What follows belongs to an exercise in optimizing a design on an open flow for small area, a short achievable clock period and few clock cycles; a production flow would make more cautious choices.
The RTL was checked by simulation tests, not by an equivalence proof against the original design.
Power and IR drop assume default switching activity.

==> flow/design.v <==
module rvf_curve_builder (
    input  wire        clk,
    input  wire        rst,
    input  wire        start,
    input  wire [6:0]  bw,           
    input  wire [6:0]  bh,           
    output wire        idle,
    output reg         wr_valid,
    output reg  [11:0] wr_addr,      
    output reg  [11:0] wr_data,      
    output reg         done
);
    reg        idle_r;
    reg        su;               
    reg        run;              
    reg        f1, f2;           
    reg [5:0]  w1;               
    reg        k0;               
    reg [4:0]  ox, oy;           
    reg [5:0]  xh;               
    reg [5:0]  yh;               
    reg [9:0]  t;                
    reg        vd;               
    reg [5:1]  xd, yd;           
    reg        s0, c0;           
    reg [3:0]  rm;               
    reg [5:0]  ty;               
    reg [11:0] rb;               
    reg        ev;               
    reg [5:0]  xa;               
    assign idle = idle_r;
    wire [5:0] h1 = yh;
    wire [5:0] v = w1 | h1;
    wire [5:0] th;               
    genvar gj;
    generate for (gj = 0; gj < 6; gj = gj + 1) begin : g_th
        assign th[gj] = |v[5:gj];
    end endgenerate
    wire [5:0] dw = th & ~w1;    
    wire [5:0] dh = th & ~h1;
    wire [4:0] ox_w = dw[5:1];
    wire [4:0] oy_w = dh[5:1];
    wire [6:0] cw = {1'b0, dw} + 7'd1;
    wire [6:0] ch = {1'b0, dh} + 7'd1;
    wire [5:0] xh_w = th & ~cw[6:1];
    wire [5:0] yh_w = th & ~ch[6:1];
    wire [5:1] d1, d0;
    wire [5:0] sw, cp;
    wire [5:1] x, y;
    generate for (gj = 1; gj < 6; gj = gj + 1) begin : g_dig
        assign d1[gj] = t[2*gj-1];
        assign d0[gj] = t[2*gj-2];
    end endgenerate
    generate for (gj = 0; gj < 6; gj = gj + 1) begin : g_pos
        if (gj == 5) begin : g_top
            assign sw[gj] = k0;
            assign cp[gj] = 1'b0;
        end else begin : g_low
            assign sw[gj] = k0 ^ ((5 - gj) % 2 == 1) ^ (^d1[5:gj+1]) ^ (^d0[5:gj+1]);
            assign cp[gj] = ^(d1[5:gj+1] & d0[5:gj+1]);
        end
        if (gj > 0) begin : g_xy
            assign x[gj] = d1[gj] ^ cp[gj] ^ (d0[gj] & sw[gj]);
            assign y[gj] = x[gj] ^ d0[gj];
        end
    end endgenerate
    wire [1:0] ck_w, rk_w;
    assign ck_w[0] = ~((x == {1'b0, ox[4:1]}) & ox[0]);
    assign ck_w[1] = ~((x == xh[5:1]) & ~xh[0]);
    assign rk_w[0] = ~((y == {1'b0, oy[4:1]}) & oy[0]);
    assign rk_w[1] = ~((y == yh[5:1]) & ~yh[0]);
    wire [3:0] in_w;
    generate for (gj = 0; gj < 4; gj = gj + 1) begin : g_in
        wire a1 = (gj >> 1) & 1;
        wire a0 = gj & 1;
        wire px = a1 ^ cp[0] ^ (a0 & sw[0]);
        assign in_w[gj] = ck_w[px] & rk_w[px ^ a0];
    end endgenerate
    wire [5:1] oxb = {1'b0, ox[4:1]}, oyb = {1'b0, oy[4:1]};
    wire [5:1] glx = ~xd & oxb, elx = ~(xd ^ oxb);
    wire [5:1] ghx = xd & ~xh[5:1], ehx = ~(xd ^ xh[5:1]);
    wire [5:1] gly = ~yd & oyb, ely = ~(yd ^ oyb);
    wire [5:1] ghy = yd & ~yh[5:1], ehy = ~(yd ^ yh[5:1]);
    wire [5:1] ltx, gtx, lty, gty, out;
    generate for (gj = 1; gj < 6; gj = gj + 1) begin : g_cmp
        if (gj == 5) begin : g_top
            assign ltx[gj] = glx[gj];
            assign gtx[gj] = ghx[gj];
            assign lty[gj] = gly[gj];
            assign gty[gj] = ghy[gj];
        end else begin : g_low
            assign ltx[gj] = ltx[gj+1] | (glx[gj] & (&elx[5:gj+1]));
            assign gtx[gj] = gtx[gj+1] | (ghx[gj] & (&ehx[5:gj+1]));
            assign lty[gj] = lty[gj+1] | (gly[gj] & (&ely[5:gj+1]));
            assign gty[gj] = gty[gj+1] | (ghy[gj] & (&ehy[5:gj+1]));
        end
        assign out[gj] = ltx[gj] | gtx[gj] | lty[gj] | gty[gj];
    end endgenerate
    wire [6:1] sk;
    assign sk[1] = vd & out[1];
    generate for (gj = 2; gj < 6; gj = gj + 1) begin : g_sk
        if (gj == 2) begin : g_2
            assign sk[gj] = vd & out[gj] & t[0] & ~t[1];
        end else begin : g_n
            assign sk[gj] = vd & out[gj] & t[0] & ~(|t[2*gj-3:1]);
        end
    end endgenerate
    assign sk[6] = 1'b0;
    wire [9:0] m;
    generate for (gj = 0; gj < 10; gj = gj + 1) begin : g_m
        assign m[gj] = sk[gj/2 + 2];
    end endgenerate
    wire [9:0] tm = t | m;
    wire [9:0] cy;               
    wire [9:0] t_step;
    generate for (gj = 0; gj < 10; gj = gj + 1) begin : g_step
        if (gj == 0) begin : g_b0
            assign cy[gj] = 1'b1;
        end else begin : g_bn
            assign cy[gj] = &tm[gj-1:0];
        end
        assign t_step[gj] = (tm[gj] ^ cy[gj]) & ~m[gj];
    end endgenerate
    wire bubble = sk[2];         
    wire [1:0] f = rm[0] ? 2'd0 : rm[1] ? 2'd1 : rm[2] ? 2'd2 : 2'd3;
    wire [3:0] rm_n = rm & (rm - 4'd1);           
    wire       more = |rm_n;
    wire       fx = f[1] ^ c0 ^ (f[0] & s0);
    wire       fy = fx ^ f[0];
    wire [5:0] xe = {xd, fx};    
    wire [5:0] ye = {yd, fy};
    wire [5:0] ty_p = ty + 6'd1;
    wire [5:0] ty_m = ty - 6'd1;
    wire       y_eq = (ye == ty);
    wire [5:0] gu = ye & ~ty, eu = ~(ye ^ ty);
    wire [5:0] upc;              
    generate for (gj = 0; gj < 6; gj = gj + 1) begin : g_up
        if (gj == 5) begin : g_top
            assign upc[gj] = gu[gj];
        end else begin : g_low
            assign upc[gj] = upc[gj+1] | (gu[gj] & (&eu[5:gj+1]));
        end
    end endgenerate
    wire       y_up = vd & upc[0];
    wire       y_dn = vd & ~upc[0] & ~y_eq;
    wire       y_st = ~y_up & ~y_dn;
    wire       near = y_eq | (ye == ty_p) | (ye == ty_m);
    wire       emit = run & vd & ~out[1];
    wire       stall = emit & ~near;
    wire       hold = stall | (emit & more);          
    wire [11:0] rb_p = rb + {6'd0, w1} + 12'd1;       
    wire [11:0] rb_m = rb + {6'h3f, ~w1};             
    wire t_last = vd & ~hold & (bubble ? (&tm) : ~(|t));
    always @(posedge clk) begin
        if (rst) begin
            idle_r   <= 1'b1;
            su       <= 1'b0;
            run      <= 1'b0;
            f1       <= 1'b0;
            f2       <= 1'b0;
            ev       <= 1'b0;
            vd       <= 1'b0;
            wr_valid <= 1'b0;
            done     <= 1'b0;
        end else begin
            su       <= idle_r & start;
            f1       <= run & t_last;
            if (su) vd <= 1'b0;
            else if (!hold) vd <= ~bubble;
            f2       <= f1;
            done     <= f2;
            ev       <= emit & near;
            wr_valid <= ev;
            if (idle_r & start) idle_r <= 1'b0;
            if (f2) idle_r <= 1'b1;
            if (su) run <= 1'b1;
            if (run & t_last) run <= 1'b0;
        end
        if (idle_r) begin
            w1 <= bw[5:0] - 6'd1;
            yh <= bh[5:0] - 6'd1;
        end
        if (su) begin
            k0 <= ^th;
            ox <= ox_w;
            oy <= oy_w;
            xh <= xh_w;
            yh <= yh_w;
        end
        if (su) begin
            t  <= 10'd0;
            ty <= {1'b0, oy_w};
            rb <= -{7'd0, ox_w};
        end else begin
            if (!hold) begin
                t  <= t_step;
                xd <= x;
                yd <= y;
                s0 <= sw[0];
                c0 <= cp[0];
                rm <= in_w;
            end else if (!stall) begin
                rm <= rm_n;
            end
            ty <= ({6{y_up}} & ty_p) | ({6{y_dn}} & ty_m) | ({6{y_st}} & ty);
            rb <= ({12{y_up}} & rb_p) | ({12{y_dn}} & rb_m) | ({12{y_st}} & rb);
        end
        xa <= xe;
        wr_addr <= rb + {6'd0, xa};
        if (su) wr_data <= 12'd0;
        else wr_data <= wr_data + {11'd0, wr_valid};
    end
endmodule
export LEC_CHECK = 0
export ABC_AREA = 1
export CAP_MARGIN = 20
export CORE_MARGIN = 2
export CORE_UTILIZATION = 40
export PLACE_DENSITY = 0.6
export SLEW_MARGIN = 20
create_clock -name core_clock -period 10.0 [get_ports {clk}]
standard.sh (not shown) runs the stock make flow with config.mk's settings and CLKGATE_MAP_FILE= SYNTH_SCRIPT=/design/flow/synth_recipe.tcl, a recipe that flattens the netlist after the stock synthesis.
==> flow/flow/run.sh <==
#!/bin/bash
# The standard layout (standard.sh), with three changes to how it is made:
# timing repair aims at a setup margin of 6.9 ns, the port buffers are
# sky130_fd_sc_hd__buf_2 cells, and clock tree synthesis adds no dummy loads.
# make's full output goes to standard_flow.log, each tool's own log to
# orfs/logs/.
set -euo pipefail
bash standard.sh SETUP_SLACK_MARGIN=6.9 \
  'BUFFER_PORTS_ARGS=-buffer_cell sky130_fd_sc_hd__buf_2' \
  'CTS_ARGS=-sink_clustering_enable -repair_clock_nets -dont_use_dummy_load ' \
  finish > standard_flow.log 2>&1
The baseline ran to the end with no violations.
Testbench counts at the start, summed over its fixed seeds: cycles 150,431.
Next try:
==> flow/flow/run.sh (replaced) <==
#!/bin/bash
# The standard layout (standard.sh), with four changes to how it is made:
# - synthesis is synth_recipe.tcl's (synth -nofsm -noshare, flatten, rename)
#   except that its ABC call maps with flow/abc.script, a delay-targeted
#   mapping (1800 ps) with area recovery, and Yosys does not extract full and
#   half adders before ABC; registers are mapped as before;
# - timing repair aims at a setup margin of 7.0 ns;
# - the port buffers are sky130_fd_sc_hd__buf_2 cells;
# - clock tree synthesis adds no dummy loads.
# make's full output goes to standard_flow.log, each tool's own log to
# orfs/logs/.
set -euo pipefail
here=$(pwd)
export MY_ABC_SCRIPT=$here/flow/abc.script
bash standard.sh SYNTH_SCRIPT=$here/flow/synth.tcl SETUP_SLACK_MARGIN=7.0 \
  'BUFFER_PORTS_ARGS=-buffer_cell sky130_fd_sc_hd__buf_2' \
  'CTS_ARGS=-sink_clustering_enable -repair_clock_nets -dont_use_dummy_load -buf_list sky130_fd_sc_hd__clkbuf_8' \
  finish > standard_flow.log 2>&1
==> flow/flow/abc.script (new file) <==
strash
dch
map -D 1800
topo
stime -c
buffer -c
upsize -c -D 1800
dnsize -c -D 1800
==> flow/flow/synth.tcl (new file) <==
proc synth {args} { yosys synth -nofsm -noshare {*}$args }
proc abc {args} {
  set i [lsearch -exact $args -script]
  if { $i >= 0 } {
    set args [lreplace $args $i [expr {$i + 1}] -script $::env(MY_ABC_SCRIPT)]
  }
  puts "abc wrapper: $args"
  yosys abc {*}$args
}
proc extract_fa {args} { puts "extract_fa skipped" }
source $::env(SCRIPTS_DIR)/synth.tcl
# left out here: clear keep_hierarchy, flatten, clean up, hide names made inside functions, write 1_2_yosys.v
What happened: Global-route usage goes down by 0.79 points. Count of clock-buffer cells in the layout is unchanged. First-iteration DRC count goes up by well over a third. Routed wire length goes down by roughly a tenth. Combinational power goes down by roughly a tenth. Clock skew goes up by 24 ps. Final area goes down by a little under a tenth. Synthesized area goes down by roughly a tenth. Total power goes down by roughly a tenth. Final cell count goes down by roughly a tenth.

## afterwards: timing with drivers on the ports
Ports are ideal in the flow. The routed layouts listed here were re-timed in OpenROAD. Step 1 sets driving cells, clkbuf_16 on the clock port and buf_2 on the other inputs (assumed; they add their load-dependent delay and slew). Step 2 times the ports against the registers' clock, not the clock port: input delays grow and output delays shrink by t, the midpoint of the rising clock arrivals with the driver on. Slacks: ideal ports / drivers / drivers and shift; pairs: ideal ports / drivers.
| run | t, ns | slack for setup (ns) | cell pins on the clock port's net |
|---|---|---|---|
| the first run | 0.393 | 7.039 / 6.993 / 6.857 | 1 |
| the second run | 0.398 | 7.110 / 7.073 / 6.774 | 1 |
After both steps every run listed still meets setup and hold. For the second run, which loses most, drivers alone change the setup slack by -0.037 ns; drivers and shift together by -0.336 ns.
